Source: an optimization exercise on an open RTL-to-GDS flow (aim: small area). Production flows keep margins and buffers that such runs may drop. The RTL was checked by simulation tests, not by an equivalence proof against the original design. In every run shown here, the design's own scripts or RTL, not TritonCTS, make the clock network. The flow treats the clock pin as an ideal source. Dropping or thinning the clock tree relies on that and would not hold on a real chip. Power and IR drop assume default switching activity.

--- design.v ---
module spi_mtc (
    input             clk,
    input             rst,
    input             cmd0_valid,
    input      [31:0] cmd0_word,
    output            cmd0_ready,
    output            rsp0_valid,
    output     [31:0] rsp0_word,
    input             cmd1_valid,
    input      [31:0] cmd1_word,
    output            cmd1_ready,
    output            rsp1_valid,
    output     [31:0] rsp1_word,
    output            cs_rtc,
    output            cs_sns,
    output            cs_lcd,
    output            lcd_rs,
    output            spi_cpol,
    output            spi_cpha,
    output     [3:0]  spi_clksel,
    output            sh_start,
    output     [7:0]  sh_tx,
    input             sh_done,
    input      [7:0]  sh_rx,
    output            mem_en,
    output            mem_we,
    output     [7:0]  mem_addr,
    output     [7:0]  mem_wdata,
    input      [7:0]  mem_rdata
);
    localparam [2:0] S_IDLE = 3'd0, S_PRE  = 3'd1, S_XMEM = 3'd2, S_WAIT = 3'd3,
                     S_XPOST = 3'd4, S_POST = 3'd5;
    reg        pend0, pend1;
    reg [27:0] Xn, Y;    
    wire [27:0] X = ~Xn;
    reg        sel, owner;
    reg [2:0]  st;
    reg [3:0]  dly;
    reg [3:0]  idx;
    reg        xf;       
    reg [1:0]  dev;
    reg        csel;
    reg        rs;
    reg        done;
    reg [7:0]  rxh;
    wire [3:0]  op = X[27:24];
    wire [7:0]  c  = X[23:16];
    wire [7:0]  a  = X[15:8];
    wire [7:0]  b  = X[7:0];
    wire        pend_x = sel ? pend1 : pend0;
    wire cz = ~|c, az = ~|a, bz = ~|b;
    wire op1  = (op == 4'd1);
    wire op2  = (op == 4'd2);
    wire op3  = (op == 4'd3);
    wire op4  = (op == 4'd4);
    wire op5  = (op == 4'd5);
    wire op6  = (op == 4'd6);
    wire op7  = (op == 4'd7);
    wire op8  = (op == 4'd8);
    wire op9  = (op == 4'd9);
    wire op10 = (op == 4'd10);
    wire op11 = (op == 4'd11);
    wire op12 = (op == 4'd12);
    wire op13 = (op == 4'd13);
    wire opblk = op3 | op4;
    wire legal = (op1 & cz) | (op2 & cz & bz) | opblk | op12 |
                 ((op5 | op7 | op8 | op11) & cz & az & bz) |
                 ((op6 | op9 | op10 | op13) & cz & az);
    wire owned = (st != S_IDLE);
    wire act   = owned & (sel == owner);
    wire in_pre   = act & (st == S_PRE);
    wire in_xpost = act & (st == S_XPOST);
    wire in_post  = act & (st == S_POST);
    wire sns_last = (idx[1:0] == 2'd3);
    wire b_one    = (b == 8'd1);
    wire draw_dat = op12 & rs;
    wire need_mem = (op3 & xf) | draw_dat;
    wire line_end = draw_dat & (idx[3:0] == 4'd15);
    wire more_x   = ((op1 | op2 | op5) & ~xf) |
                    (opblk & (~xf | ~b_one)) |
                    (op8 & ~sns_last);
    wire a_ff     = &a;
    wire b_ff     = &b;
    wire more_t   = (op5 & (idx[1:0] != 2'd2)) |
                    (op11 & (idx[3:0] != 4'd8)) |
                    (op12 & ~(line_end & a_ff));
    wire powering = op11 & ~xf;
    wire warm     = op8 & (idx[1:0] == 2'd1);
    wire go_x     = in_pre & csel & dly[2] & (~warm | dly[3]);
    wire sel_evt  = in_pre & ~csel & ~powering;
    wire desel_evt = in_post & csel & dly[2];
    wire post_end = in_post & ~csel & dly[3];
    wire in_resp  = post_end & ~more_t;
    wire shift    = (in_xpost & ((op5 & xf & (idx[1:0] != 2'd2)) | (op8 & ~sns_last))) |
                    (in_post & ~csel & dly[3] & line_end);
    wire incc     = (in_xpost & ((opblk & xf) | draw_dat)) |
                    (in_pre & ~csel & powering);    
    wire decb     = in_xpost & opblk & xf;
    wire [7:0] bdec;
    wire [8:0] bw;
    assign bw[0] = 1'b1;
    wire [7:0] cinc;
    wire [8:0] cw;
    assign cw[0] = incc;
    wire [8:0] cq;
    assign cq[0] = 1'b0;
    genvar gi;
    generate
        for (gi = 0; gi < 8; gi = gi + 1) begin : g_ar
            assign bdec[gi]  = b[gi] ^ bw[gi];
            assign bw[gi+1]  = ~b[gi] & bw[gi];
            assign cinc[gi]  = c[gi] ^ cw[gi];
            assign cw[gi+1]  = c[gi] & cw[gi];
            assign cq[gi+1]  = (c[gi] & bdec[gi]) | ((c[gi] | bdec[gi]) & cq[gi]);
        end
    endgenerate
    wire c_gt240 = (&c[7:4]) & (|c[3:0]);
    wire a_gt240 = (&a[7:4]) & (|a[3:0]);
    wire b_gt240 = (&b[7:4]) & (|b[3:0]);
    wire b_gt4   = (|b[7:3]) | (b[2] & (b[1] | b[0]));
    wire bad = (opblk & (bz | cq[8])) |
               (op12 & (c_gt240 | a_gt240 | b_gt240)) |
               (op13 & b_gt4);
    wire ok  = legal & ~bad;
    wire bus = ok & ~op6 & ~op13;
    wire is_rtc = op1 | op2 | opblk | op5;
    wire is_sns = op7 | op8;
    wire is_lcd = op9 | op10 | op11 | op12;
    wire [2:0] jl = idx[2:0];
    wire [7:0] jd = {jl == 3'd7, jl == 3'd6, jl == 3'd5, jl == 3'd4,
                     jl == 3'd3, jl == 3'd2, jl == 3'd1, jl == 3'd0};
    wire [7:0] init_b = idx[3] ? 8'h06 :
        {1'b0,
         jd[3] | jd[4] | jd[5],
         jd[0] | jd[1] | jd[4] | jd[5],
         jd[0] | jd[1] | jd[2] | jd[3] | jd[5],
         jd[0] | jd[1] | jd[2] | jd[4] | jd[5] | jd[6],
         jd[2] | jd[3] | jd[4] | jd[5] | jd[6],
         jd[2] | jd[5],
         jd[0] | jd[1] | jd[3] | jd[5] | jd[7]};
    wire [7:0] tx_w =
        ({8{(op1 | op2 | opblk) & ~xf}} & {op[0], a[6:0]}) |
        ({8{op5 & ~xf}} & {6'd0, idx[1:0] == 2'd0, idx[1:0] == 2'd1}) |
        ({8{(op1 & xf) | op9 | op10}} & b) |
        ({8{op11}} & init_b) |
        ({8{op12}} & {2'b10, a_ff, b_ff & ~a_ff, 4'h0});
    wire sh_mem    = (st == S_XMEM);
    assign sh_start = (go_x & ~need_mem) | sh_mem;
    assign sh_tx    = sh_mem ? mem_rdata : tx_w;
    assign mem_en    = (go_x & need_mem) | (in_xpost & op4 & xf);
    assign mem_we    = (st == S_XPOST);
    assign mem_addr  = c;
    assign mem_wdata = rxh;
    wire [7:0]  bmod   = b ^ ({8{decb}} & bw[7:0]);
    wire [3:0] iinc;
    wire [4:0] iw;
    assign iw[0] = 1'b1;
    generate
        for (gi = 0; gi < 4; gi = gi + 1) begin : g_ii
            assign iinc[gi] = idx[gi] ^ iw[gi];
            assign iw[gi+1] = idx[gi] & iw[gi];
        end
    endgenerate
    wire [3:0] dinc = {dly[3] ^ (&dly[2:0]), dly[2] ^ (&dly[1:0]), dly[1] ^ dly[0], ~dly[0]};
    wire imm_rsp  = pend_x & ~bus & ~act;
    wire rsp_any  = imm_rsp | in_resp;
    assign rsp0_valid = rsp_any & ~sel;
    assign rsp1_valid = rsp_any & sel;
    assign cmd0_ready = ~pend0 | rsp0_valid;
    assign cmd1_ready = ~pend1 | rsp1_valid;
    wire acc0 = cmd0_valid & cmd0_ready;
    wire acc1 = cmd1_valid & cmd1_ready;
    assign cs_rtc = csel & (dev == 2'd0);
    assign cs_sns = ~(csel & (dev == 2'd1));
    assign cs_lcd = ~(csel & (dev == 2'd2));
    assign lcd_rs = rs;
    assign spi_cpol   = ~dev[0];
    assign spi_cpha   = ~dev[0];
    assign spi_clksel = 4'd0;
    wire busy = (st == S_WAIT);
    reg [9:0] cr;
    always @(*) begin
        case (b[2:0])
            3'd0:    cr = {dev, 6'd0, ~dev[0], ~dev[0]};
            3'd1:    cr = {8'd0, busy, done & ~busy};
            3'd2:    cr = {2'd0, rxh};
            3'd3:    cr = {6'd0, lcd_rs, cs_lcd, cs_sns, cs_rtc};
            default: cr = owned ? {2'd0, Y[27:24], 2'b00, owner, 1'b1} : 10'd0;
        endcase
    end
    wire [3:0] fh = b[7:4];
    wire [4:0] f1;
    wire [4:0] f2;
    wire [3:0] k1, k2;
    assign f1[0] = fh[0] ^ b[1];
    assign k1[0] = fh[0] & b[1];
    assign f1[1] = fh[1] ^ b[2] ^ k1[0];
    assign k1[1] = (fh[1] & b[2]) | ((fh[1] | b[2]) & k1[0]);
    assign f1[2] = fh[2] ^ b[3] ^ k1[1];
    assign k1[2] = (fh[2] & b[3]) | ((fh[2] | b[3]) & k1[1]);
    assign f1[3] = fh[3] ^ k1[2];
    assign f1[4] = fh[3] & k1[2];
    assign f2[0] = fh[0] ^ f1[2];
    assign k2[0] = fh[0] & f1[2];
    assign f2[1] = fh[1] ^ f1[3] ^ k2[0];
    assign k2[1] = (fh[1] & f1[3]) | ((fh[1] | f1[3]) & k2[0]);
    assign f2[2] = fh[2] ^ f1[4] ^ k2[1];
    assign k2[2] = (fh[2] & f1[4]) | ((fh[2] | f1[4]) & k2[1]);
    assign f2[3] = fh[3] ^ k2[2];
    assign f2[4] = fh[3] & k2[2];
    wire [7:0] fmt = {f2, f1[1:0], b[0]};
    wire [27:0] data =
        ({28{op2 & act}} & {20'd0, rxh}) |
        ({28{op5 & act}} & {4'd0, a, b, rxh}) |
        ({28{op8 & act}} & {c[5:0], a, b, rxh[7:2]}) |
        ({28{op6 & ok}}  & {20'd0, fmt}) |
        ({28{op13 & ok}} & {18'd0, cr});
    wire [31:0] rsp_word = {2'b00, ~act & legal & bad, ~act & ~legal, data};
    assign rsp0_word = rsp_word;
    assign rsp1_word = rsp_word;
    wire [27:0] w0 = {cmd0_word[31:28] & {4{cmd0_word[27:24] == 4'd0}}, cmd0_word[23:0]};
    wire [27:0] w1 = {cmd1_word[31:28] & {4{cmd1_word[27:24] == 4'd0}}, cmd1_word[23:0]};
    wire xs0 = sel & acc0;
    wire xs1 = ~sel & acc1;
    wire xh  = ~(xs0 | xs1);
    wire ys0 = ~sel & acc0;
    wire ys1 = sel & acc1;
    wire yh  = ~(ys0 | ys1);
    wire ysh = yh & shift;
    wire ym  = yh & ~shift;
    always @(posedge clk) begin
        Xn <= ~(({28{xs0}} & w0) | ({28{xs1}} & w1) | ({28{xh}} & Y));
        Y <= ({28{ys0}} & w0) | ({28{ys1}} & w1) |
             {{4{yh}} & op, ({24{ysh}} & {a, b, rxh | {8{op12}}}) | ({24{ym}} & {cinc, a, bmod})};
    end
    always @(posedge clk) begin
        if (rst) begin
            pend0 <= 1'b0;
            pend1 <= 1'b0;
        end else begin
            if (acc0) pend0 <= 1'b1;
            else if (rsp0_valid) pend0 <= 1'b0;
            if (acc1) pend1 <= 1'b1;
            else if (rsp1_valid) pend1 <= 1'b0;
        end
    end
    always @(posedge clk) begin
        dly <= (st == S_IDLE || st == S_WAIT || sel_evt || desel_evt) ? 4'd0 : dinc;
        if (rst) begin
            st   <= S_IDLE;
            sel  <= 1'b0;
            dev  <= 2'd3;
            csel <= 1'b0;
            rs   <= 1'b0;
            done <= 1'b0;
            rxh  <= 8'h00;
        end else begin
            sel <= ~sel;
            case (st)
                S_IDLE: begin
                    idx <= 4'd0;
                    xf  <= 1'b0;
                    if (pend_x & bus) begin
                        owner <= sel;
                        dev   <= is_rtc ? 2'd0 : is_sns ? 2'd1 : 2'd2;
                        if (is_lcd) rs <= op10;
                        st    <= op7 ? S_POST : S_PRE;
                    end
                end
                S_PRE: begin
                    if (act & ~csel & powering & c[6] & c[4]) xf <= 1'b1;
                    if (sel_evt) csel <= 1'b1;
                    if (go_x) st <= need_mem ? S_XMEM : S_WAIT;
                end
                S_XMEM: st <= S_WAIT;
                S_WAIT: if (sh_done) begin
                    rxh <= sh_rx;
                    st  <= S_XPOST;
                end
                S_XPOST: if (act) begin
                    xf  <= 1'b1;
                    if (op8) idx <= iinc;
                    st  <= more_x ? S_PRE : S_POST;
                end
                S_POST: begin
                    if (desel_evt) csel <= 1'b0;
                    if (post_end) begin
                        if (more_t) begin
                            if (~op12 | rs) idx <= iinc;
                            if (op12) rs <= ~line_end;
                            xf <= op11;
                            st <= S_PRE;
                        end else begin
                            done <= op1 | op3 | op9 | op11;
                            st   <= S_IDLE;
                        end
                    end
                end
                default: st <= S_IDLE;
            endcase
        end
    end
endmodule
--- flow/run.sh ---
#!/bin/bash
# Standard ORFS layout with these changes:
#  - ports are buffered with the smallest buffer (buf_1)
#  - CTS inserts no dummy loads; extra CTS options come from flow/cts_extra;
#    with flow/clocktree.env present, flow/clocktree.tcl builds a small
#    balanced clock tree instead of TritonCTS
#  - extra make variables come from flow/make_extra
#  - after placement resizing, cells on paths with slack are sized down
#    (flow/recover.tcl)
# Each ORFS step keeps its own log under orfs/logs; make's output goes to
# orfs_make.log.
set -euo pipefail
W=$PWD
rm -rf "$W/scripts_abc"
cp -r "$FLOW_HOME/scripts" "$W/scripts_abc"
cp "$W/flow/abc.script" "$W/scripts_abc/abc_speed.script"
if [[ -f "$W/flow/clocktree.env" ]]; then
  # build the clock tree with flow/clocktree.tcl instead of TritonCTS
  set -a; source "$W/flow/clocktree.env"; set +a
  sed -i "s|^log_cmd clock_tree_synthesis {\*}\$cts_args|source $W/flow/clocktree.tcl|" "$W/scripts_abc/cts.tcl"
  grep -q "flow/clocktree.tcl" "$W/scripts_abc/cts.tcl"
fi
CTS="-sink_clustering_enable -repair_clock_nets -dont_use_dummy_load"
if [[ -f "$W/flow/cts_extra" ]]; then CTS="$CTS $(cat "$W/flow/cts_extra")"; fi
EXTRA=()
if [[ -f "$W/flow/make_extra" ]]; then read -r -a EXTRA < "$W/flow/make_extra"; fi
bash standard.sh \
  "SCRIPTS_DIR=$W/scripts_abc" \
  "BUFFER_PORTS_ARGS=-buffer_cell sky130_fd_sc_hd__buf_1" \
  "CTS_ARGS=$CTS" \
  "POST_RESIZE_TCL=$W/flow/recover.tcl" \
  "${EXTRA[@]}" \
  finish > orfs_make.log 2>&1
--- flow/abc.script ---
strash
&get -n
&st
&syn2
&dch -f
&nf -R 1000 -p -a -F 8 -C 32
&put
topo
--- flow/clocktree.env ---
CT_GROUPS=6
CT_BUF=sky130_fd_sc_hd__clkbuf_8
CT_ROOT=sky130_fd_sc_hd__clkbuf_4
--- flow/clocktree.tcl ---
# A small balanced clock tree in place of TritonCTS: the flip-flops are split
# into CT_GROUPS groups by recursive bisection of their placement, and each
# group's clock pins are driven by one clock buffer (CT_BUF) placed at the
# group's centre; the clock port drives the group buffers' inputs.
set ct_groups [expr {[info exists ::env(CT_GROUPS)] ? $::env(CT_GROUPS) : 3}]
set ct_buf [expr {[info exists ::env(CT_BUF)] ? $::env(CT_BUF) : "sky130_fd_sc_hd__clkbuf_8"}]
set block [ord::get_db_block]
set db [ord::get_db]
set clk_src [lindex [get_property [lindex [all_clocks] 0] sources] 0]
set clknet [[$block findBTerm [get_name $clk_src]] getNet]
set sinks {}
foreach it [$clknet getITerms] {
  set inst [$it getInst]
  lassign [$inst getLocation] x y
  set m [$inst getMaster]
  lappend sinks [list $it [expr {$x + [$m getWidth] / 2}] [expr {$y + [$m getHeight] / 2}]]
}
puts "clocktree: [llength $sinks] sinks, $ct_groups groups of $ct_buf"
proc ct_split {items n} {
  if {$n <= 1} { return [list $items] }
  set xs [lmap s $items {lindex $s 1}]
  set ys [lmap s $items {lindex $s 2}]
  set dx [expr {[tcl::mathfunc::max {*}$xs] - [tcl::mathfunc::min {*}$xs]}]
  set dy [expr {[tcl::mathfunc::max {*}$ys] - [tcl::mathfunc::min {*}$ys]}]
  set k [expr {$dx >= $dy ? 1 : 2}]
  set sorted [lsort -integer -index $k $items]
  set n1 [expr {$n / 2}]
  set cut [expr {[llength $items] * $n1 / $n}]
  return [concat [ct_split [lrange $sorted 0 [expr {$cut - 1}]] $n1] \
                 [ct_split [lrange $sorted $cut end] [expr {$n - $n1}]]]
}
set master [$db findMaster $ct_buf]
set src_net $clknet
if {[info exists ::env(CT_ROOT)] && $::env(CT_ROOT) ne ""} {
  # one root buffer at the sinks' centre drives the group buffers
  set rmaster [$db findMaster $::env(CT_ROOT)]
  set sx 0; set sy 0
  foreach s $sinks { set sx [expr {$sx + [lindex $s 1]}]; set sy [expr {$sy + [lindex $s 2]}] }
  set rinst [odb::dbInst_create $block $rmaster "clkbuf_ct_root"]
  set src_net [odb::dbNet_create $block "clknet_ct_root"]
  $src_net setSigType CLOCK
  [$rinst findITerm A] connect $clknet
  [$rinst findITerm X] connect $src_net
  $rinst setLocation [expr {$sx / [llength $sinks] - [$rmaster getWidth] / 2}] [expr {$sy / [llength $sinks] - [$rmaster getHeight] / 2}]
  $rinst setPlacementStatus PLACED
}
set g 0
foreach grp [ct_split $sinks $ct_groups] {
  set sx 0; set sy 0
  foreach s $grp { set sx [expr {$sx + [lindex $s 1]}]; set sy [expr {$sy + [lindex $s 2]}] }
  set cx [expr {$sx / [llength $grp]}]
  set cy [expr {$sy / [llength $grp]}]
  set inst [odb::dbInst_create $block $master "clkbuf_ct_$g"]
  set net [odb::dbNet_create $block "clknet_ct_$g"]
  $net setSigType CLOCK
  foreach s $grp {
    set it [lindex $s 0]
    $it disconnect
    $it connect $net
  }
  [$inst findITerm A] connect $src_net
  [$inst findITerm X] connect $net
  $inst setLocation [expr {$cx - [$master getWidth] / 2}] [expr {$cy - [$master getHeight] / 2}]
  $inst setPlacementStatus PLACED
  puts "clocktree: group $g: [llength $grp] sinks, buffer at ($cx, $cy)"
  incr g
}
$clknet setSigType CLOCK
set_propagated_clock [all_clocks]
--- flow/cts_extra ---
-buf_list sky130_fd_sc_hd__clkbuf_8
--- flow/make_extra ---
SKIP_REPAIR_TIE_FANOUT=1
--- flow/recover.tcl ---
# Downsize cells on paths with positive slack (area recovery).
repair_timing -recover_power 100
--- standard.sh ---
#!/bin/bash
# synth_recipe.tcl (not shown) runs the flow's synth.tcl, then flattens the netlist and writes it again
# the make line also repeats each setting of config.mk as NAME=value (left out here)
make -C /OpenROAD-flow-scripts/flow DESIGN_CONFIG=/design/flow/config.mk WORK_HOME=/design/flow/orfs CLKGATE_MAP_FILE= SYNTH_SCRIPT=/design/flow/synth_recipe.tcl "${@:-finish}"
--- config.mk ---
export PLATFORM = sky130hd
export DESIGN_NAME = spi_mtc
export DESIGN_NICKNAME = spi_mtc
export VERILOG_FILES = /design/flow/design.v
export SDC_FILE = /design/flow/constraint.sdc
export NUM_CORES = 4
export LEC_CHECK = 0
export ABC_AREA = 0
export CAP_MARGIN = 20
export CORE_MARGIN = 2
export CORE_UTILIZATION = 40
export PLACE_DENSITY = 0.6
export SLEW_MARGIN = 20
--- constraint.sdc ---
create_clock -name core_clock -period 8.0 [get_ports {clk}]
set_input_delay 1.6000 -clock core_clock [delete_from_list [all_inputs] [get_ports {clk}]]
set_output_delay 1.6000 -clock core_clock [all_outputs]
set_load 0.01 [all_outputs]
==> summary.md, run 1 <==
| Metric | Value |
|---|---|
| Worst setup EP type | `register` |
| LEAKAGE | `between 0.002 and 0.0025 µW` |
| Routed Antenna Nets | `0` |
| Kind of critical path | `reg -> reg` |
| Crit path capture | `Y[8]$_DFF_P_` |
| Area of the die | `approximately 0.015 mm²` |
| Max FO, Critical Path | `30` |
| Register Area | `roughly 0.0018 mm²` |
| FF+latch count, synth | `85` |
| Max Cap Viol | `0` |
| # hold bufs at CTS | `0` |
| Fin crit share | `0.766` |
| GRT Util Overall | `0.268` |
| Crit path from | `Xn[2]$_DFF_P_` |
| Postcts setup bufs | `0` |
| Routability cong. | `0.950` |
| Worst path max stage delay | `~830 ps` |
| Row Count | `42` |
| Grt ovf | `0` |
| Setup violations, final | `0` |
| CP Buf/Inv Count | `1` |
| # IOs | `190` |
| Max Freq | `between 0.15 and 0.2 GHz` |
| Seq/Total Area, Yosys | `0.318` |
| Worst vdd ir | `between 0.1 and 0.15 mV` |
| Largest net degree at the start of global routing | `31` |
| Non-filler cells, final | `1,014` |
| Critical path required time | `between 8000 and 9000 ps` |
| Drt first pass iters | `6` |
| Synth cell types | `53` |
| PostCTS Resize Cnt | `0` |
| Main flop type after synthesis | `dfxtp_1` |
| Status | `finished clean` |
| Hold Fails Final Rpt | `0` |
| Power density over cell area | `174 mW/mm²` |
| Inst Count DP | `1,006` |
| YS warnings | `1` |
| FF-to-FF End | `Y[8]$_DFF_P_` |
| Number of flops mapped to enable cells by yosys | `6` |
| Classification of the worst-slack hold path | `reg -> reg` |
| CTS clk-pin slew, worst paths | `100 ps` |
| Starting density of the core | `0.414` |
| Hpwl dp | `about 15 mm` |
| Async SR Flop Fraction | `0` |
| Share of layout cells above drive strength 1 | `0.0215` |
| Most frequent CP cell | `o21ai_0` |
| Worst path depth | `18` |
| Worst-margin pin slew | `around 1100 ps` |
| Clock latency (worst-skew pair) | `~460 ps` |
| Vias per inst | `between 6 and 7` |
| Mapped Cells | `678` |
| Nets | `957` |
| Via count | `6,249` |
| Critical path arrival | `between 6000 and 7000 ps` |
| Area Growth Syn to Fin | `13.9%` |
| Vias in the first global route | `5,991` |
| Syn_area_per_cell | `~8 µm²` |
| Area of the multi-input gates | `roughly 0.0034 mm²` |
| Filler Cells Inserted | `1,409` |
| Syn Std Cell Area | `0.00553 mm²` |
| Clk_skew | `~11 ps` |
| Drt wl/cell | `about 20 µm` |
| Worst r2r path cells | `18` |
| Initial antenna violation count | `1` |
| Chip Width | `around 120 µm` |
| Total core area | `approximately 0.013 mm²` |
| Max-slew headroom | `0.252` |
| RSZ-0062 raised after global routing | `false` |
| Sequence of cells on the critical path | `and2_0, ha_1, ha_1, o22ai_1, o21ai_0, maj3_1, maj3_1, a21oi_1, o21ai_0, nand4_1, nand2b_1, a31oi_1, o21ai_0, and3_1, clkbuf_2, or2_0, nand2b_1, o221ai_1` |
| Worst R2R Setup Slack | `roughly 1900 ps` |
| CP top delay family | `simple AND/OR/NAND/NOR gates` |
| Iter 0 DRT Violations | `roughly 650` |
| Final WL | `a little over 20 mm` |
| R2r startpoint | `Xn[2]$_DFF_P_` |
| Port Buf Inserts | `~180` |
| Startpoint types | `register` |
| Setup TNS | `0 ps` |
| Mapped Nets | `about 800` |
| First-pass GRT wire length | `between 30 and 40 mm` |
| Post-route minimum period | `just over 6000 ps` |
| Max Slew Vio Count | `0` |
| Critical-path top delay cell | `nand2b_1` |
| Chip height | `122 µm` |
| DRC viols | `0` |
## report_power, final
part | internal [µW] | leakage, µW | switching (µW)
Combinational | 126 | 0.00139 | 183
Sequential | 488 | 0.000716 | 89.1
Clock | 72.7 | 0.0000477 | 137
## sequential cells by signal (all words and copies together), names as in the netlist
name,flops
Y,28
xf,1
sel,1
rxh,8
pend1,1
rs,1
dly,4
idx,4
dev,2
csel,1
st,3
Xn,28
pend0,1
done,1
owner,1
## worst min path at each step
stage | start | endpoint | slack (ps) | cells after the start
floorplan | Y[0]$_DFF_P_ | Xn[0]$_DFF_P_ | 380 | 1
global placement | Y[13]$_DFF_P_ | Xn[13]$_DFF_P_ | 380 | 1
detailed placement | Y[4]$_DFF_P_ | Xn[4]$_DFF_P_ | 390 | 1
CTS | Y[20]$_DFF_P_ | Xn[20]$_DFF_P_ | 400 | 1
global route | Y[18]$_DFF_P_ | Xn[18]$_DFF_P_ | 420 | 1
finish | Y[18]$_DFF_P_ | Xn[18]$_DFF_P_ | 400 | 1
## per-stage QoR
step                      utilization  setup slack [ps]  instance area, µm²  power [µW]  hold slack [ps]
final                           0.472              1870                6300        1100              400
after global routing            0.472              1470                6300        1160              416
after CTS                       0.472              1470                6300        1100              400
after detailed placement        0.465              1500                6210         888              386
after global placement          0.466              2490                6220         883              384
after floorplan                     -              2990                5530         759              380
## cell usage after synthesis (all sizes together), types with 2 or more instances
library cell	number	share of area
a211oi	5	0.0068
a21oi	59	0.053
a221o	2	0.0036
a222oi	21	0.038
a22o	24	0.038
a22oi	10	0.014
a31oi	10	0.011
a32o	10	0.018
and2	5	0.0057
and3	6	0.0068
buf	39	0.053
clkinv	31	0.021
dfxtp	79	0.29
edfxtp	6	0.033
fa	4	0.014
ha	29	0.066
maj3	2	0.0036
mux2	2	0.0041
nand2	74	0.050
nand2b	9	0.010
nand3	23	0.021
nand3b	2	0.0027
nand4	10	0.011
nor2	56	0.038
nor2b	15	0.017
nor3	17	0.015
nor4	6	0.0068
o2111ai	2	0.0032
o211ai	6	0.0081
o21a	2	0.0027
o21ai	39	0.035
o221ai	15	0.024
o22ai	20	0.023
o32ai	2	0.0032
o41ai	4	0.0063
or2	2	0.0023
or3	4	0.0045
xnor2	10	0.016
xor2	2	0.0032
## logic make-up (layout without fill, tap and decap cells)
family / after synthesis / after routing / synth area share
xor gates and xnor gates: 12 / 12 / 0.0190
other: 1 / 2 / 0.000678
AOI/OAI and AO/OA: 241 / 241 / 0.304
DFF: 85 / 85 / 0.318
muxes: 3 / 3 / 0.00588
and+or+nand+nor: 231 / 231 / 0.195
adders and majority gates: 35 / 35 / 0.0837
buffers and inverters: 70 / 229 / 0.0740
## per-layer routing
layer | up-vias | share of wire | track usage
met5 | - | 0 | 0
met4 | 0 | 0.021 | 0.0532
met3 | 36 | 0.088 | 0.0351
met2 | 351 | 0.46 | 0.457
met1 | 2962 | 0.43 | 0.367
li1 | 2900 | - | -
## area by class of cell
cell class	instances	share of cell area
buffer	7	0.0143
antenna	1	0.000397
inverter	31	0.0185
tap	176	0.0349
multi-input combinational	523	0.534
sequential	85	0.280
timing repair buffer	191	0.118
## layout by cell type, fill, tap and decap left out, drive strengths merged, types with 9 or more instances in the layout
| cell | synthesis | layout |
|---|---|---|
| o22ai | 20 | 20 |
| a31oi | 10 | 10 |
| nand4 | 10 | 10 |
| nor3 | 17 | 17 |
| buf | 39 | 186 |
| a222oi | 21 | 21 |
| a32o | 10 | 10 |
| a22oi | 10 | 10 |
| ha | 29 | 29 |
| dfxtp | 79 | 79 |
| o21ai | 39 | 39 |
| o221ai | 15 | 15 |
| xnor2 | 10 | 10 |
| nand3 | 23 | 23 |
| nand2b | 9 | 9 |
| a22o | 24 | 24 |
| clkbuf | 0 | 12 |
| nand2 | 74 | 74 |
| nor2b | 15 | 15 |
| clkinv | 31 | 31 |
| a21oi | 59 | 59 |
| nor2 | 56 | 56 |
==> run 2: changes to the inputs <==
--- a/flow/run.sh
+++ b/flow/run.sh
@@ -31,2 +31,3 @@
   "POST_RESIZE_TCL=$W/flow/recover.tcl" \
+  "POST_CTS_TCL=$W/flow/recover.tcl" \
   "${EXTRA[@]}" \
==> flow/abc.script (replaced) <==
strash
&get -n
&st
&b
&dc2
&dch -f
&nf -R 1000 -p -a -F 8 -C 32
&put
topo
--- a/config.mk
+++ b/config.mk
@@ -11,2 +11,3 @@
 export CORE_UTILIZATION = 40
+export GPL_TIMING_DRIVEN = 0
 export PLACE_DENSITY = 0.6
==> run 2 against run 1 <==
Effect of this change:
- cell area is 3.6% higher
- area after synthesis is 1.4% lower
- core utilization is 1.9 points higher
- register-to-register slack better by 180 ps
- maximum frequency is 3.0% lower
- hold slack worse by 14 ps
- clock power is 3% higher
- critical path depth is 3 lower
- critical endpoint is now rsp1_word[2]
- highest routed layer unchanged
==> summary.md, run 2 <==
| Metric | Value |
|---|---|
| Routed Antenna Nets | `0 (unchanged)` |
| Status | `finished clean (unchanged)` |
| Vias in the first global route | `5,920 (was 5,991)` |
| Drt wl/cell | `20.1 µm (was 20.4 µm)` |
| Async SR Flop Fraction | `0 (unchanged)` |
| Critical path arrival | `4720 ps (was 6420 ps)` |
| Fin crit share | `0.790 (was 0.766)` |
| Seq/Total Area, Yosys | `0.323 (was 0.318)` |
| Antenna diode count | `0 (was 1)` |
| Syn Std Cell Area | `0.00545 mm² (was 0.00553 mm²)` |
| Sw frac | `0.414 (was 0.373)` |
| Synth cell types | `54 (was 53)` |
| Max-slew headroom | `0.349 (was 0.252)` |
| Mapped Nets | `770 (was 796)` |
| Worst setup EP type | `output pin (was register)` |
| Post-route minimum period | `6320 ps (was 6130 ps)` |
| Row Count | `42 (unchanged)` |
| Area of the die | `0.0146 mm² (was 0.0148 mm²)` |
| LEAKAGE | `0.00232 µW (was 0.00216 µW)` |
| Starting density of the core | `0.410 (was 0.414)` |
| Max Freq | `0.158 GHz (was 0.163 GHz)` |
| Routability cong. | `0.925 (was 0.950)` |
| CTS clk-pin slew, worst paths | `110 ps (was 100 ps)` |
| Total core area | `0.0133 mm² (about the same)` |
| Chip Width | `121 µm (was 122 µm)` |
| DRC viols | `0 (unchanged)` |
| Power density over cell area | `200 mW/mm² (was 174 mW/mm²)` |
| Top cells by count, synth | `79 x dfxtp_1, 61 x nor2_1, 49 x a21oi_1, 49 x nand2_1, 39 x buf_4 (was 79 x dfxtp_1, 74 x nand2_1, 59 x a21oi_1)` |
| Setup violations, final | `0 (unchanged)` |
| Area Growth Syn to Fin | `19.7% (was 13.9%)` |
| YS warnings | `1 (unchanged)` |
| Final core occ | `0.491 (was 0.472)` |
| Worst vdd ir | `0.124 mV (was 0.128 mV)` |
| Kind of critical path | `reg -> out (was reg -> reg)` |
| FF+latch count, synth | `85 (unchanged)` |
| Final WL | `20.6 mm (was 20.7 mm)` |
| Flop pwr share | `0.472 (was 0.527)` |
| Share of Yosys cell area claimed by the top area cell type | `0.290 (was 0.286)` |
| Classification of the worst-slack hold path | `reg -> reg (unchanged)` |
| Iter 0 DRT Violations | `782 (was 648)` |
| Via count | `6,279 (was 6,249)` |
| Worst-margin pin slew | `977 ps (was 1110 ps)` |
| Share of layout cells above drive strength 1 | `0.0708 (was 0.0215)` |
| Port Buf Inserts | `181 (unchanged)` |
| Yosys top cell by area | `dfxtp_1 (unchanged)` |
| Setup TNS | `0 ps (unchanged)` |
| Nets | `968 (was 957)` |
| Number of flops mapped to enable cells by yosys | `6 (unchanged)` |
| Most common cell in the netlist | `dfxtp_1 (unchanged)` |
| Clock share of power | `0.166 (was 0.192)` |
| Most common cell after layout, fill and taps aside | `buf_1 (unchanged)` |
| RSZ-0062 raised after global routing | `false (unchanged)` |
| Clock latency (worst-skew pair) | `470 ps (was 460 ps)` |
| Synth area leaders | `dfxtp_1 29%, ha_1 6.7%, buf_4 5.4% (was dfxtp_1 29%, ha_1 6.6%, a21oi_1 5.3%)` |
| Chip height | `121 µm (was 122 µm)` |
| Filler Cells Inserted | `1,340 (was 1,409)` |
| Biggest regs | `Xn x28, Y x28, rxh x8 (unchanged)` |
| Grt ovf | `0 (unchanged)` |
| Main flop type after synthesis | `dfxtp_1 (unchanged)` |
| Commonest non-fill, non-tap cells in the layout | `180 x buf_1, 79 x dfxtp_1, 59 x nor2_1 (was 180 x buf_1, 79 x dfxtp_1, 74 x nand2_1)` |
| Comb pwr share | `0.362 (was 0.282)` |
| Initial antenna violation count | `0 (was 1)` |
| Cell-internal power | `766 µW (was 687 µW)` |
| Max Slew Vio Count | `0 (unchanged)` |
| Hpwl dp | `15.4 mm (was 15.5 mm)` |
| Critical path required time | `6400 ps (was 8290 ps)` |
| Max FO, Critical Path | `19 (was 30)` |
| Max Cap Viol | `0 (unchanged)` |
| Switching pwr | `541 µW (was 409 µW)` |
| First-pass GRT wire length | `31.7 mm (was 31.8 mm)` |
| Hold Fails Final Rpt | `0 (unchanged)` |
| Vias per inst | `6.13 (was 6.16)` |
| Largest net degree at the start of global routing | `31 (unchanged)` |
| Syn_area_per_cell | `8.37 µm² (was 8.16 µm²)` |
| Drt first pass iters | `9 (was 6)` |
| Clk_skew | `24.3 ps (was 10.6 ps)` |
| GRT Util Overall | `0.269 (was 0.268)` |
| Startpoint types | `register (unchanged)` |
| Mapped Cells | `652 (was 678)` |
| # IOs | `190 (unchanged)` |
==> run 2: changes by cell type after synthesis, sizes merged, moves of 4 or more <==
| cell | previous run | this run |
|---|---|---|
| o22a | 0 | 5 |
| clkinv | 31 | 27 |
| nor2 | 56 | 61 |
| o211ai | 6 | 10 |
| nand3 | 23 | 27 |
| nor2b | 15 | 7 |
| a21oi | 59 | 49 |
| nand2 | 74 | 49 |
| nor3 | 17 | 13 |
| a32o | 10 | 5 |
==> run 2: cells by family (layout without fill, tap and decap cells) <==
group	Yosys count	in the layout	share of synthesized area
buffers and inverters	66	262	0.0723
XOR/XNOR	12	12	0.0193
AO/OA/AOI/OAI	239	239	0.312
AND/OR/NAND/NOR	215	215	0.189
flip-flops	85	85	0.323
multiplexers	1	1	0.00206
other	1	1	0.000688
adder cells (fa/ha/maj)	33	33	0.0812
==> run 2: area by class of cell <==
cell class	count	area, µm²	area share
sequential	85	1760	0.270
multi-input combinational	501	3330	0.511
timing repair buffer	189	729	0.112
buffer	46	383	0.0586
inverter	27	101	0.0155
tap	176	220	0.0337
==> run 2: per-stage QoR <==
stage / power [µW] / area (µm²) / setup slack, ps / hold slack (ps) / std cells
after floorplan: 901 / 5450 / 2940 / 380 / 652
after global placement: 1070 / 6350 / 501 / 382 / 1009
after detailed placement: 1090 / 6410 / 1810 / 386 / 1016
after global routing: 1390 / 6530 / 1380 / 397 / 1024
final: 1310 / 6530 / 1680 / 386 / 1024
==> run 2: metal layers <==
| metal | up-vias | part of all wire | track usage | wire length, µm |
|---|---|---|---|---|
| met4 | 0 | 0.010 | 0.0371 | 206 |
| met2 | 307 | 0.48 | 0.457 | 9850 |
| met1 | 3049 | 0.43 | 0.376 | 8840 |
| met3 | 17 | 0.083 | 0.0307 | 1710 |
| li1 | 2906 | - | - | - |
| met5 | - | 0 | 0 | 0 |
==> run 2: path summary, 6_finish.rpt <==
check / cells past startpoint / from / end / slack, ps
max: 15 / Xn[2]$_DFF_P_ / rsp1_word[2] / 1680
min: 1 / Y[1]$_DFF_P_ / Xn[1]$_DFF_P_ / 390
max reg2reg: 17 / Xn[2]$_DFF_P_ / Y[4]$_DFF_P_ / 2050
min reg2reg: 1 / Y[1]$_DFF_P_ / Xn[1]$_DFF_P_ / 390
==> run 2: power groups by stage <==
stage / Combinational [µW] / Clock, µW / Sequential (µW)
2_1_floorplan: 322 / 0 / 579
3_3_place_gp: 450 / 0 / 621
6_report: 473 / 217 / 616
5_1_grt: 528 / 233 / 629
3_5_place_dp: 462 / 0 / 624
==> run 2: critical path, stage by stage, from the launching register on <==
cell	delay, ps
dfxtp_1	850
and2_0	390
ha_1	240
ha_1	190
ha_1	190
ha_1	220
xor2_1	190
a22oi_1	90
a21oi_1	170
o221ai_1	230
nor2_1	300
and2_0	400
nand2_1	150
o21ai_0	340
buf_4	170
buf_1	140
==> run 3: changes to the inputs <==
--- a/config.mk
+++ b/config.mk
@@ -11,3 +11,2 @@
 export CORE_UTILIZATION = 40
-export GPL_TIMING_DRIVEN = 0
 export PLACE_DENSITY = 0.6
==> run 3 against run 2 <==
Effect of this change:
- maximum frequency grew 5.1%
- sequential share of layout area grew 1.4 points
- combinational power shrank 1%
- critical endpoint is now rsp0_word[3]
- global-route usage shrank 0.66 points
- core utilization shrank 2.4 points
- via count shrank 1.9%
- highest routed layer unchanged
- cell area shrank 4.8%
- critical path depth shrank 2
==> summary.md, run 3 <==
| Metric | Value |
|---|---|
| Worst vdd ir | `0.142 mV (was 0.124 mV)` |
| Max-slew headroom | `0.307 (was 0.349)` |
| Vias per inst | `6.26 (was 6.13)` |
| Hpwl dp | `14.9 mm (was 15.4 mm)` |
| GRT Util Overall | `0.262 (was 0.269)` |
| Max FO, Critical Path | `19 (unchanged)` |
| Via count | `6,158 (was 6,279)` |
| Port Buf Inserts | `181 (unchanged)` |
| Final WL | `20.2 mm (was 20.6 mm)` |
| Nets | `928 (was 968)` |
| First-pass GRT wire length | `30.6 mm (was 31.7 mm)` |
| Mapped Cells | `652 (unchanged)` |
| Vias in the first global route | `5,638 (was 5,920)` |
| Grt ovf | `0 (unchanged)` |
| Seq/Total Area, Yosys | `0.323 (unchanged)` |
| Most frequent CP cell | `ha_1 (unchanged)` |
| Fin crit share | `0.752 (was 0.790)` |
| Largest net degree at the start of global routing | `31 (unchanged)` |
| Syn_area_per_cell | `8.37 µm² (unchanged)` |
| Sequence of cells on the critical path | `and2_0, ha_1, ha_1, ha_1, ha_1, xor2_1, a22oi_1, a21oi_1, o221ai_1, nor4_2, a222oi_1, o21ai_0, buf_1 (was and2_0, ha_1, ha_1, ha_1, ha_1, xor2_1, a22oi_1, a21oi_1, o221ai_1, nor2_1, and2_0, nand2_1, o21ai_0, buf_4, buf_1)` |
| Routed Antenna Nets | `0 (unchanged)` |
| Critical path arrival | `4410 ps (was 4720 ps)` |
| RSZ-0062 raised after global routing | `false (unchanged)` |
| Non-filler cells, final | `984 (was 1,024)` |
| Clk_skew | `14.4 ps (was 24.3 ps)` |
| Post-route minimum period | `6010 ps (was 6320 ps)` |
| FF+latch count, synth | `85 (unchanged)` |
| Commonest non-fill, non-tap cells in the layout | `181 x buf_1, 79 x dfxtp_1, 60 x nor2_1 (was 180 x buf_1, 79 x dfxtp_1, 59 x nor2_1)` |
| CP Buf/Inv Count | `1 (was 2)` |
| Critical-path top delay cell | `nor4_2 (was dfxtp_1)` |
| DRC viols | `0 (unchanged)` |
| Synth cell types | `54 (unchanged)` |
| Yosys top cell by area | `dfxtp_1 (unchanged)` |
| Mapped Nets | `770 (unchanged)` |
| Hold Fails Final Rpt | `0 (unchanged)` |
| YS warnings | `1 (unchanged)` |
| LEAKAGE | `0.00210 µW (was 0.00232 µW)` |
| Number of flops mapped to enable cells by yosys | `6 (unchanged)` |
| Routability cong. | `0.938 (was 0.925)` |
| Max Freq | `0.166 GHz (was 0.158 GHz)` |
| Share of layout cells above drive strength 1 | `0.0210 (was 0.0708)` |
| Area of the die | `0.0146 mm² (unchanged)` |
| Most common cell in the netlist | `dfxtp_1 (unchanged)` |
| Worst path max stage delay | `800 ps (was 850 ps)` |
| Biggest regs | `Xn x28, Y x28, rxh x8 (unchanged)` |
| Chip height | `121 µm (unchanged)` |
| # IOs | `190 (unchanged)` |
| Row Count | `42 (unchanged)` |
| Antenna diode count | `0 (unchanged)` |
| Max Slew Vio Count | `0 (unchanged)` |
| CP top delay family | `simple AND/OR/NAND/NOR gates (unchanged)` |
| CTS clk-pin slew, worst paths | `100 ps (was 110 ps)` |
| Classification of the worst-slack hold path | `reg -> reg (unchanged)` |
| Drt wl/cell | `20.5 µm (was 20.1 µm)` |
| Worst-margin pin slew | `1040 ps (was 977 ps)` |
| Synth area leaders | `dfxtp_1 29%, ha_1 6.7%, buf_4 5.4% (unchanged)` |
| Kind of critical path | `reg -> out (unchanged)` |
| Drt first pass iters | `9 (unchanged)` |
| Iter 0 DRT Violations | `703 (was 782)` |
| Final worst slack | `1990 ps (was 1680 ps)` |
| Critical path required time | `6400 ps (about the same)` |
| Chip Width | `121 µm (unchanged)` |
| Async SR Flop Fraction | `0 (unchanged)` |
| Setup TNS | `0 ps (unchanged)` |
| Starting density of the core | `0.410 (unchanged)` |
| Clock latency (worst-skew pair) | `460 ps (was 470 ps)` |
| Top cells by count, synth | `79 x dfxtp_1, 61 x nor2_1, 49 x a21oi_1, 49 x nand2_1, 39 x buf_4 (unchanged)` |
| Setup violations, final | `0 (unchanged)` |
| Most common cell after layout, fill and taps aside | `buf_1 (unchanged)` |
| Initial antenna violation count | `0 (unchanged)` |
| Main flop type after synthesis | `dfxtp_1 (unchanged)` |
| Worst setup EP type | `output pin (unchanged)` |
| Status | `finished clean (unchanged)` |
| Area Growth Syn to Fin | `13.9% (was 19.7%)` |
| Inst Count DP | `977 (was 1,016)` |
| Pre-CTS setup slack | `1970 ps (was 1810 ps)` |
| Startpoint types | `register (unchanged)` |
| Syn Std Cell Area | `0.00545 mm² (unchanged)` |
| Filler Cells Inserted | `1,356 (was 1,340)` |
| Power density over cell area | `208 mW/mm² (was 200 mW/mm²)` |
| Max Cap Viol | `0 (unchanged)` |
| Share of Yosys cell area claimed by the top area cell type | `0.290 (unchanged)` |
| Total core area | `0.0133 mm² (unchanged)` |
## run 3: cell counts after synthesis
Identical to the previous run, type by type.
## run 3: worst paths after layout
kind,from,endpoint,slack (ps),cells after the start
max,Xn[2]$_DFF_P_,rsp0_word[3],1990,13
min,Y[2]$_DFF_P_,Xn[2]$_DFF_P_,390,1
max reg2reg,Xn[2]$_DFF_P_,Y[15]$_DFF_P_,2220,18
min reg2reg,Y[2]$_DFF_P_,Xn[2]$_DFF_P_,390,1
## run 3: logic make-up (layout without fill, tap and decap cells)
group,after synthesis,in the layout,share of synthesized area
compound gates,239,239,0.312
other cells,1,1,0.000688
simple gates,215,215,0.189
buf+inv,66,222,0.0723
flops,85,85,0.323
fa+ha+maj,33,33,0.0812
xor+xnor,12,12,0.0193
mux,1,1,0.00206
## run 3: per-stage QoR
step	utilization	cell area (µm²)	hold WS [ps]	total power (µW)
after floorplan	-	5450	380	901
after global placement	0.461	6120	384	1070
after detailed placement	0.459	6110	387	1080
after global routing	0.467	6210	410	1380
final	0.467	6210	386	1290
## run 3: layer usage
layer	wire, µm	share of wire	vias to the layer above	GRT usage
li1	-	-	2831	-
met1	8740	0.43	2982	0.375
met2	9410	0.47	310	0.427
met3	1620	0.080	35	0.0278
met4	413	0.020	0	0.0574
met5	0	0	-	0
## run 3: layout make-up
| type | count | area (µm²) | area share |
|---|---|---|---|
| tap | 176 | 220 | 0.0354 |
| timing repair buffer | 188 | 717 | 0.115 |
| multi-input combinational | 501 | 3320 | 0.535 |
| inverter | 27 | 101 | 0.0163 |
| buffer | 7 | 90.1 | 0.0145 |
| sequential | 85 | 1760 | 0.283 |
## run 3: where the power goes
part / switching, µW / internal [µW] / total [µW]
Clock: 141 / 72.8 / 213
Combinational: 286 / 182 / 468
Sequential: 110 / 504 / 614
==> run 4: changes to the inputs <==
--- a/flow/run.sh
+++ b/flow/run.sh
@@ -31,3 +31,2 @@
   "POST_RESIZE_TCL=$W/flow/recover.tcl" \
-  "POST_CTS_TCL=$W/flow/recover.tcl" \
   "${EXTRA[@]}" \
--- a/config.mk
+++ b/config.mk
@@ -11,3 +11,3 @@
 export CORE_UTILIZATION = 40
-export PLACE_DENSITY = 0.6
+export PLACE_DENSITY = 0.9
 export SLEW_MARGIN = 20
==> run 4 against run 3 <==
Effect of this change:
- still clean
- power grew 0.13%
- clock skew grew 4.4 ps
- final cell count is the same
- clock power shrank 2%
- register-to-register slack lost 30 ps
- critical path type unchanged
- largest cell class unchanged
- highest routed layer unchanged
==> summary.md, run 4 <==
| Metric | Value |
|---|---|
| Final WL | `19.3 mm (was 20.2 mm)` |
| Syn Std Cell Area | `0.00545 mm² (unchanged)` |
| Top Layer Used | `met4 (unchanged)` |
| Starting density of the core | `0.410 (unchanged)` |
| Critical path arrival | `4290 ps (was 4410 ps)` |
| Total core area | `0.0133 mm² (unchanged)` |
| First-pass GRT wire length | `29.4 mm (was 30.6 mm)` |
| RSZ-0062 raised after global routing | `false (unchanged)` |
| Worst-margin pin slew | `1020 ps (was 1040 ps)` |
| Max-slew headroom | `0.323 (was 0.307)` |
| Worst hold stages | `1 (unchanged)` |
| Final core occ | `0.468 (was 0.467)` |
| Main flop type after synthesis | `dfxtp_1 (unchanged)` |
| Mapped Nets | `770 (unchanged)` |
| Pre-CTS setup slack | `1910 ps (was 1970 ps)` |
| FF+latch count, synth | `85 (unchanged)` |
| CTS clk-pin slew, worst paths | `100 ps (about the same)` |
| Row Count | `42 (unchanged)` |
| Wire length on met1 | `7.77 mm (was 8.74 mm)` |
| Setup violations, final | `0 (unchanged)` |
| Iter 0 DRT Violations | `799 (was 703)` |
| YS warnings | `1 (unchanged)` |
| Hpwl dp | `14.5 mm (was 14.9 mm)` |
| Drt first pass iters | `9 (unchanged)` |
| Async SR Flop Fraction | `0 (unchanged)` |
| Most common cell in the netlist | `dfxtp_1 (unchanged)` |
| Post-DP Area | `0.00610 mm² (was 0.00611 mm²)` |
| Vias in the first global route | `5,608 (was 5,638)` |
| Clock latency (worst-skew pair) | `450 ps (was 460 ps)` |
| Clk_skew | `18.8 ps (was 14.4 ps)` |
| Power density over cell area | `209 mW/mm² (was 208 mW/mm²)` |
| Postcts setup bufs | `0` |
| Area of the die | `0.0146 mm² (unchanged)` |
| Metal2 WL | `8.94 mm (was 9.41 mm)` |
| Max FO, Critical Path | `19 (unchanged)` |
| Via count | `6,258 (was 6,158)` |
| Final worst slack | `2110 ps (was 1990 ps)` |
| Max Freq | `0.170 GHz (was 0.166 GHz)` |
| Worst setup EP type | `output pin (unchanged)` |
| Kind of critical path | `reg -> out (unchanged)` |
| Classification of the worst-slack hold path | `reg -> reg (unchanged)` |
| # hold bufs at CTS | `0` |
| Antenna diode count | `0 (unchanged)` |
| PostCTS Resize Cnt | `0` |
| Status | `finished clean (unchanged)` |
| # IOs | `190 (unchanged)` |
| Initial antenna violation count | `0 (unchanged)` |
| Startpoint types | `register (unchanged)` |
| Share of layout cells above drive strength 1 | `0.0223 (was 0.0210)` |
| Chip height | `121 µm (unchanged)` |
| Synth area leaders | `dfxtp_1 29%, ha_1 6.7%, buf_4 5.4% (unchanged)` |
| Setup TNS | `0 ps (unchanged)` |
| Post-route cell area | `0.00622 mm² (was 0.00621 mm²)` |
| Share of Yosys cell area claimed by the top area cell type | `0.290 (unchanged)` |
| Top cells by count, synth | `79 x dfxtp_1, 61 x nor2_1, 49 x a21oi_1, 49 x nand2_1, 39 x buf_4 (unchanged)` |
| GRT Util Overall | `0.245 (was 0.262)` |
| Number of flops mapped to enable cells by yosys | `6 (unchanged)` |
| Max Cap Viol | `0 (unchanged)` |
| Hold Fails Final Rpt | `0 (unchanged)` |
| Largest net degree at the start of global routing | `31 (unchanged)` |
| Area Growth Syn to Fin | `14.0% (was 13.9%)` |
| Routability cong. | `0.980 (was 0.938)` |
| Grt ovf | `0 (unchanged)` |
| Worst vdd ir | `0.0836 mV (was 0.142 mV)` |
| Fin crit share | `0.736 (was 0.752)` |
| Chip Width | `121 µm (unchanged)` |
| Synth cell types | `54 (unchanged)` |
| Syn_area_per_cell | `8.37 µm² (unchanged)` |
| Seq/Total Area, Yosys | `0.323 (unchanged)` |
| Met3 routed WL | `2.00 mm (was 1.62 mm)` |
| DRC viols | `0 (unchanged)` |
| Hold Slack | `391 ps (was 386 ps)` |
| Critical path required time | `6400 ps (about the same)` |
| Nets | `928 (unchanged)` |
| Most common cell after layout, fill and taps aside | `buf_1 (unchanged)` |
| Yosys top cell by area | `dfxtp_1 (unchanged)` |
| Biggest regs | `Xn x28, Y x28, rxh x8 (unchanged)` |
| LEAKAGE | `0.00211 µW (was 0.00210 µW)` |
| Vias per inst | `6.36 (was 6.26)` |
| Max Slew Vio Count | `0 (unchanged)` |
| Drt wl/cell | `19.6 µm (was 20.5 µm)` |
| Port Buf Inserts | `181 (unchanged)` |
| Worst r2r path cells | `18 (unchanged)` |
| Routed Antenna Nets | `0 (unchanged)` |
| Commonest non-fill, non-tap cells in the layout | `181 x buf_1, 79 x dfxtp_1, 60 x nor2_1 (unchanged)` |
| Post-route minimum period | `5890 ps (was 6010 ps)` |
| Mapped Cells | `652 (unchanged)` |
-- run 4: cell count changes in the layout (fill, tap and decap cells not counted) --
cell | previous run | this run
buf_4 | 2 | 3
clkbuf_1 | 2 | 1
-- run 4: worst max-delay path, stage by stage, from the launching register on --
cell and delay [ps]:
dfxtp_1 750, and2_0 320, ha_1 210, ha_1 180, ha_1 190, ha_1 190
xor2_1 190, a22oi_1 90, a21oi_1 150, o221ai_1 240, nor2_1 390, and2_0 360
nand2_1 160, o211ai_1 240, buf_1 180
-- run 4: cell families (layout without fill, tap and decap cells) --
family                     count (synthesis)  count (layout)  share of synthesized area
buffers and inverters                     66             222                     0.0723
AOI/OAI and AO/OA                        239             239                      0.312
and+or+nand+nor                          215             215                      0.189
DFF                                       85              85                      0.323
adders and majority gates                 33              33                     0.0812
xor gates and xnor gates                  12              12                     0.0193
muxes                                      1               1                    0.00206
other                                      1               1                   0.000688
-- run 4: metal layers --
layer  vias up  GRT usage
li1       2827          -
met1      2945      0.335
met2       424      0.406
met3        62     0.0311
met4         0     0.0690
met5         -          0
-- run 4: where the power goes --
| group | total [µW] | switching (µW) | leakage [µW] | internal (µW) |
|---|---|---|---|---|
| Combinational | 475 | 292 | 0.00134 | 184 |
| Sequential | 613 | 108 | 0.000715 | 504 |
| Clock | 209 | 136 | 0.0000477 | 72.9 |
| Total | 1300 | 536 | 0.00211 | 761 |
-- run 4: path summary, 6_finish.rpt --
| check | from | to | slack, ps |
|---|---|---|---|
| worst max-delay path | Xn[2]$_DFF_P_ | rsp0_word[1] | 2110 |
| worst min register to register | Y[1]$_DFF_P_ | Xn[1]$_DFF_P_ | 390 |
| worst max register to register | Xn[2]$_DFF_P_ | Y[13]$_DFF_P_ | 2190 |
| worst min-delay path | Y[1]$_DFF_P_ | Xn[1]$_DFF_P_ | 390 |
-- run 4: layout make-up --
| type | instances | area (µm²) |
|---|---|---|
| plain buffers | 7 | 90.1 |
| fillers | 1334 | 7080 |
| inverters | 27 | 101 |
| multi-input cells | 501 | 3320 |
| flip-flops and latches | 85 | 1760 |
| well taps | 176 | 220 |
| repair buffers | 188 | 721 |
-- run 4: per-stage QoR --
| stage | std cells | power [µW] |
|---|---|---|
| after detailed placement | 977 | 1080 |
| after global routing | 984 | 1370 |
| after CTS | 984 | 1280 |
| final | 984 | 1300 |
| after floorplan | 652 | 901 |
| after global placement | 977 | 1070 |
==> run 5: changes to the inputs <==
==> flow/clocktree.env (replaced) <==
CT_GROUPS=5
CT_BUF=sky130_fd_sc_hd__clkbuf_8
CT_ROOT=sky130_fd_sc_hd__clkbuf_4
==> run 5 against run 4 <==
Effect of this change:
- still clean on timing, DRC and antenna
- die area unchanged
- sequential power about the same
- critical path depth down 2
- wire length down 0.30%
- hold slack better by 3.3 ps
- final cell count down 0.10%
- area after synthesis unchanged
- clock power down 5%
- synthesized cell count unchanged
- cell area down 0.22%
- power down 1.0%
- critical endpoint is now rsp1_word[6]
==> summary.md, run 5 <==
| Metric | Value |
|---|---|
| Port Buf Inserts | `181 (unchanged)` |
| Async SR Flop Fraction | `0 (unchanged)` |
| Max FO, Critical Path | `19 (unchanged)` |
| Kind of critical path | `reg -> out (unchanged)` |
| Final worst slack | `2120 ps (was 2110 ps)` |
| Setup violations, final | `0 (unchanged)` |
| PostCTS Resize Cnt | `0 (unchanged)` |
| # IOs | `190 (unchanged)` |
| Drt first pass iters | `9 (unchanged)` |
| Starting density of the core | `0.410 (unchanged)` |
| Row Count | `42 (unchanged)` |
| Worst setup EP type | `output pin (unchanged)` |
| Post-route minimum period | `5880 ps (was 5890 ps)` |
| Clock latency (worst-skew pair) | `440 ps (was 450 ps)` |
| Commonest non-fill, non-tap cells in the layout | `181 x buf_1, 79 x dfxtp_1, 60 x nor2_1 (unchanged)` |
| Seq/Total Area, Yosys | `0.323 (unchanged)` |
| Routability cong. | `0.980 (unchanged)` |
| Share of layout cells above drive strength 1 | `0.0211 (was 0.0223)` |
| Pre-CTS setup slack | `1910 ps (unchanged)` |
| Syn Std Cell Area | `0.00545 mm² (unchanged)` |
| Most common cell after layout, fill and taps aside | `buf_1 (unchanged)` |
| Iter 0 DRT Violations | `938 (was 799)` |
| # hold bufs at CTS | `0 (unchanged)` |
| Max Freq | `0.170 GHz (about the same)` |
| Critical path arrival | `4280 ps (was 4290 ps)` |
| Biggest regs | `Xn x28, Y x28, rxh x8 (unchanged)` |
| Chip height | `121 µm (unchanged)` |
| Most common cell in the netlist | `dfxtp_1 (unchanged)` |
| Postcts setup bufs | `0 (unchanged)` |
| Max Cap Viol | `0 (unchanged)` |
| CTS clk-pin slew, worst paths | `120 ps (was 100 ps)` |
| Area of the die | `0.0146 mm² (unchanged)` |
| CP Buf/Inv Count | `4 (was 1)` |
| Sequence of cells on the critical path | `clkinv_1, fa_1, clkinv_1, fa_1, clkinv_1, ha_1, fa_1, fa_1, ha_1, a222oi_1, nand3_1, buf_1 (was and2_0, ha_1, ha_1, ha_1, ha_1, xor2_1, a22oi_1, a21oi_1, o221ai_1, nor2_1, and2_0, nand2_1, o211ai_1, buf_1)` |
| Fin crit share | `0.735 (was 0.736)` |
| RSZ-0062 raised after global routing | `false (unchanged)` |
| Worst-margin pin slew | `981 ps (was 1020 ps)` |
| YS warnings | `1 (unchanged)` |
| Grt ovf | `0 (unchanged)` |
| Antenna diode count | `0 (unchanged)` |
| Synth area leaders | `dfxtp_1 29%, ha_1 6.7%, buf_4 5.4% (unchanged)` |
| Startpoint types | `register (unchanged)` |
| Power density over cell area | `207 mW/mm² (was 209 mW/mm²)` |
| Setup TNS | `0 ps (unchanged)` |
| Yosys top cell by area | `dfxtp_1 (unchanged)` |
| Clk_skew | `16.6 ps (was 18.8 ps)` |
| Chip Width | `121 µm (unchanged)` |
| Syn_area_per_cell | `8.37 µm² (unchanged)` |
| Classification of the worst-slack hold path | `reg -> reg (unchanged)` |
| Nets | `927 (was 928)` |
| Top cells by count, synth | `79 x dfxtp_1, 61 x nor2_1, 49 x a21oi_1, 49 x nand2_1, 39 x buf_4 (unchanged)` |
| Vias in the first global route | `5,587 (was 5,608)` |
| FF+latch count, synth | `85 (unchanged)` |
| Routed Antenna Nets | `0 (unchanged)` |
| Vias per inst | `6.35 (was 6.36)` |
| Via count | `6,239 (was 6,258)` |
| Worst path max stage delay | `770 ps (was 750 ps)` |
| Final core occ | `0.467 (was 0.468)` |
| First-pass GRT wire length | `29.4 mm (about the same)` |
| Status | `finished clean (unchanged)` |
| GRT Util Overall | `0.245 (about the same)` |
| Drt wl/cell | `19.6 µm (about the same)` |
| Mapped Nets | `770 (unchanged)` |
| Max Slew Vio Count | `0 (unchanged)` |
| Final WL | `19.3 mm (about the same)` |
| LEAKAGE | `0.00210 µW (was 0.00211 µW)` |
| Share of Yosys cell area claimed by the top area cell type | `0.290 (unchanged)` |
| Hold Fails Final Rpt | `0 (unchanged)` |
| Max-slew headroom | `0.346 (was 0.323)` |
| Synth cell types | `54 (unchanged)` |
| Most frequent CP cell | `fa_1 (was ha_1)` |
| Area Growth Syn to Fin | `13.8% (was 14.0%)` |
| CP top delay family | `adder cells (was simple AND/OR/NAND/NOR gates)` |
| Number of flops mapped to enable cells by yosys | `6 (unchanged)` |
| Initial antenna violation count | `0 (unchanged)` |
| Total core area | `0.0133 mm² (unchanged)` |
| Hpwl dp | `14.5 mm (unchanged)` |
| Largest net degree at the start of global routing | `31 (unchanged)` |
| Main flop type after synthesis | `dfxtp_1 (unchanged)` |
| Critical-path top delay cell | `dfxtp_1 (unchanged)` |
| DRC viols | `0 (unchanged)` |
| Worst vdd ir | `0.0909 mV (was 0.0836 mV)` |
| Mapped Cells | `652 (unchanged)` |
| Critical path required time | `6400 ps (about the same)` |
==> run 5: path summary, 6_finish.rpt <==
path / from / endpoint / slack (ps) / cells past startpoint
setup / recovery: Xn[2]$_DFF_P_ / rsp1_word[6] / 2120 / 12
hold reg to reg: Y[1]$_DFF_P_ / Xn[1]$_DFF_P_ / 390 / 1
setup reg to reg: Xn[2]$_DFF_P_ / Y[17]$_DFF_P_ / 2240 / 18
hold / removal: Y[1]$_DFF_P_ / Xn[1]$_DFF_P_ / 390 / 1
==> run 5: metal layers <==
layer  up-vias  GRT usage  routed length (µm)
li1       2825          -                   -
met1      2892      0.335                7630
met2       456      0.408                8880
met3        66     0.0269                2060
met4         0     0.0734                 690
met5         -          0                   0
==> run 5: logic make-up after synthesis <==
group,share of synthesized area
compound gates,0.312
simple gates,0.189
flops,0.323
buf+inv,0.0723
fa+ha+maj,0.0812
xor+xnor,0.0193
other cells,0.000688
mux,0.00206
==> run 5: power breakdown <==
part | internal (µW) | switching [µW] | leakage, µW | total (µW)
Clock | 62.4 | 136 | 0.0000406 | 198
Combinational | 184 | 290 | 0.00134 | 473
Sequential | 504 | 108 | 0.000715 | 612
==> run 5: through the flow <==
| stage | cells | area [µm²] | hold slack [ps] | power [µW] |
|---|---|---|---|---|
| after floorplan | 652 | 5450 | 380 | 901 |
| after global placement | 977 | 6120 | 382 | 1070 |
| after detailed placement | 977 | 6100 | 388 | 1080 |
| after CTS | 983 | 6180 | 398 | 1270 |
| after global routing | 983 | 6200 | 412 | 1350 |
| final | 983 | 6200 | 394 | 1280 |
==> run 5: area by class of cell <==
class | count | area (µm²)
multi-input combinational | 501 | 3320
fill | 1331 | 7090
tap | 176 | 220
inverter | 27 | 101
timing repair buffer | 188 | 721
sequential | 85 | 1760
buffer | 6 | 76.3
==> run 6: changes to the inputs <==
==> flow/clocktree.env (replaced) <==
CT_GROUPS=6
CT_BUF=sky130_fd_sc_hd__clkbuf_8
CT_ROOT=sky130_fd_sc_hd__clkbuf_4
--- a/config.mk
+++ b/config.mk
@@ -11,3 +11,3 @@
 export CORE_UTILIZATION = 40
-export PLACE_DENSITY = 0.9
+export PLACE_DENSITY = 0.6
 export SLEW_MARGIN = 20
==> run 6 against run 5 <==
Effect of this change:
- clock power rose by 8%
- sequential power barely moved
- final cell count rose by 0.10%
- sequential share of layout area fell by 0.063 points
- die area did not move
- synthesized cell count did not move
- largest power group unchanged
- largest cell class unchanged
- via count fell by 1.2%
- cell area rose by 0.22%
- critical path depth rose by 1
- sequential cell count did not move
==> summary.md, run 6 <==
| Metric | Value |
|---|---|
| Status | `finished clean (unchanged)` |
| Commonest non-fill, non-tap cells in the layout | `181 x buf_1, 79 x dfxtp_1, 60 x nor2_1 (unchanged)` |
| Antenna diode count | `0 (unchanged)` |
| Chip Width | `121 µm (unchanged)` |
| Number of flops mapped to enable cells by yosys | `6 (unchanged)` |
| Kind of critical path | `reg -> out (unchanged)` |
| Postcts setup bufs | `0 (unchanged)` |
| Max FO, Critical Path | `19 (unchanged)` |
| Row Count | `42 (unchanged)` |
| Syn_area_per_cell | `8.37 µm² (unchanged)` |
| Post-synthesis mux area share | `0.00206 (unchanged)` |
| Vias in the first global route | `5,639 (was 5,587)` |
| Synth area leaders | `dfxtp_1 29%, ha_1 6.7%, buf_4 5.4% (unchanged)` |
| Max-slew headroom | `0.319 (was 0.346)` |
| Initial antenna violation count | `0 (unchanged)` |
| First-pass GRT wire length | `30.5 mm (was 29.4 mm)` |
| Fin crit share | `0.750 (was 0.735)` |
| Classification of the worst-slack hold path | `reg -> reg (unchanged)` |
| Share of layout cells above drive strength 1 | `0.0223 (was 0.0211)` |
| Clk_skew | `15.9 ps (was 16.6 ps)` |
| Total core area | `0.0133 mm² (unchanged)` |
| Area Growth Syn to Fin | `14.0% (was 13.8%)` |
| Worst-margin pin slew | `1020 ps (was 981 ps)` |
| Setup violations, final | `0 (unchanged)` |
| Max Cap Viol | `0 (unchanged)` |
| Synth Area in Simple Gates | `0.189 (unchanged)` |
| Drt wl/cell | `20.5 µm (was 19.6 µm)` |
| Final WL | `20.1 mm (was 19.3 mm)` |
| Chip height | `121 µm (unchanged)` |
| Seq/Total Area, Yosys | `0.323 (unchanged)` |
| Sequence of cells on the critical path | `and2_0, ha_1, ha_1, ha_1, ha_1, xor2_1, a22oi_1, a21oi_1, o221ai_1, nor4_2, a222oi_1, o21ai_0, buf_1 (was clkinv_1, fa_1, clkinv_1, fa_1, clkinv_1, ha_1, fa_1, fa_1, ha_1, a222oi_1, nand3_1, buf_1)` |
| Max Slew Vio Count | `0 (unchanged)` |
| Via count | `6,164 (was 6,239)` |
| CTS clk-pin slew, worst paths | `100 ps (was 120 ps)` |
| Mapped Nets | `770 (unchanged)` |
| Hpwl dp | `14.9 mm (was 14.5 mm)` |
| # hold bufs at CTS | `0 (unchanged)` |
| Biggest regs | `Xn x28, Y x28, rxh x8 (unchanged)` |
| Synth cell types | `54 (unchanged)` |
| Starting density of the core | `0.410 (unchanged)` |
| Clock latency (worst-skew pair) | `460 ps (was 440 ps)` |
| Critical path arrival | `4400 ps (was 4280 ps)` |
| PostCTS Resize Cnt | `0 (unchanged)` |
| FF+latch count, synth | `85 (unchanged)` |
| Nets | `928 (was 927)` |
| Synth Area in Compound Gates | `0.312 (unchanged)` |
| Async SR Flop Fraction | `0 (unchanged)` |
| Mapped Cells | `652 (unchanged)` |
| Max Freq | `0.167 GHz (was 0.170 GHz)` |
| Register Area | `0.00176 mm² (unchanged)` |
| Area of the multi-input gates | `0.00332 mm² (unchanged)` |
| DRC viols | `0 (unchanged)` |
| Drt first pass iters | `6 (was 9)` |
| Critical path required time | `6400 ps (about the same)` |
| Largest net degree at the start of global routing | `31 (unchanged)` |
| Most common cell in the netlist | `dfxtp_1 (unchanged)` |
| Worst path max stage delay | `810 ps (was 770 ps)` |
| Critical-path top delay cell | `nor4_2 (was dfxtp_1)` |
| Vias per inst | `6.26 (was 6.35)` |
| Hold Fails Final Rpt | `0 (unchanged)` |
| Worst setup EP type | `output pin (unchanged)` |
| YS warnings | `1 (unchanged)` |
| Power density over cell area | `208 mW/mm² (was 207 mW/mm²)` |
| LEAKAGE | `0.00211 µW (was 0.00210 µW)` |
| Share of Yosys cell area claimed by the top area cell type | `0.290 (unchanged)` |
| Filler Cells Inserted | `1,355 (was 1,331)` |
| Largest family of logic cells by synthesized area | `compound AO/OA/AOI/OAI gates (unchanged)` |
| Iter 0 DRT Violations | `615 (was 938)` |
| Top cells by count, synth | `79 x dfxtp_1, 61 x nor2_1, 49 x a21oi_1, 49 x nand2_1, 39 x buf_4 (unchanged)` |
| Routed Antenna Nets | `0 (unchanged)` |
| Grt ovf | `0 (unchanged)` |
run 6: final cells by class:
type	count	area share
flip-flops and latches	85	0.283
inverters	27	0.0163
well taps	176	0.0354
multi-input cells	501	0.535
repair buffers	188	0.116
plain buffers	7	0.0145
run 6: cell families (layout without fill, tap and decap cells):
kind of cell | after synthesis | count (layout)
multiplexers | 1 | 1
buffers and inverters | 66 | 222
AND/OR/NAND/NOR | 215 | 215
adder cells (fa/ha/maj) | 33 | 33
AO/OA/AOI/OAI | 239 | 239
XOR/XNOR | 12 | 12
other | 1 | 1
flip-flops | 85 | 85
run 6: routing by layer:
| layer | part of all wire | track usage | vias to the layer above |
|---|---|---|---|
| li1 | - | - | 2830 |
| met1 | 0.43 | 0.374 | 2967 |
| met2 | 0.47 | 0.427 | 331 |
| met3 | 0.080 | 0.0278 | 36 |
| met4 | 0.021 | 0.0574 | 0 |
| met5 | 0 | 0 | - |
run 6: per-stage QoR:
stage / util / hold slack (ps) / setup slack (ps) / cell area, µm² / instances
2_1_floorplan: - / 380 / 2940 / 5450 / 652
3_3_place_gp: 0.461 / 384 / 2480 / 6120 / 977
3_5_place_dp: 0.459 / 387 / 1970 / 6110 / 977
4_1_cts: 0.466 / 391 / 1690 / 6200 / 984
5_1_grt: 0.468 / 410 / 1700 / 6220 / 984
6_report: 0.468 / 385 / 2000 / 6220 / 984
run 6: worst paths after layout:
check / slack, ps / cells after the start / to / startpoint
setup / recovery: 2000 / 13 / rsp0_word[3] / Xn[2]$_DFF_P_
hold / removal: 380 / 1 / Xn[2]$_DFF_P_ / Y[2]$_DFF_P_
setup reg to reg: 2180 / 18 / Y[8]$_DFF_P_ / Xn[2]$_DFF_P_
hold reg to reg: 380 / 1 / Xn[2]$_DFF_P_ / Y[2]$_DFF_P_
run 6: critical path, delay by kind of cell, from the launching register on:
kind / cells / cell delay (ps)
adder cells (fa/ha/maj): 4 / 770
AND/OR/NAND/NOR: 2 / 1150
AO/OA/AOI/OAI: 5 / 860
buffers and inverters: 1 / 190
XOR/XNOR: 1 / 190
flip-flops: 1 / 770
run 6: power breakdown:
group | switching (µW) | internal (µW) | total, µW
Clock | 141 | 72.8 | 214
Combinational | 286 | 182 | 468
Sequential | 110 | 504 | 614
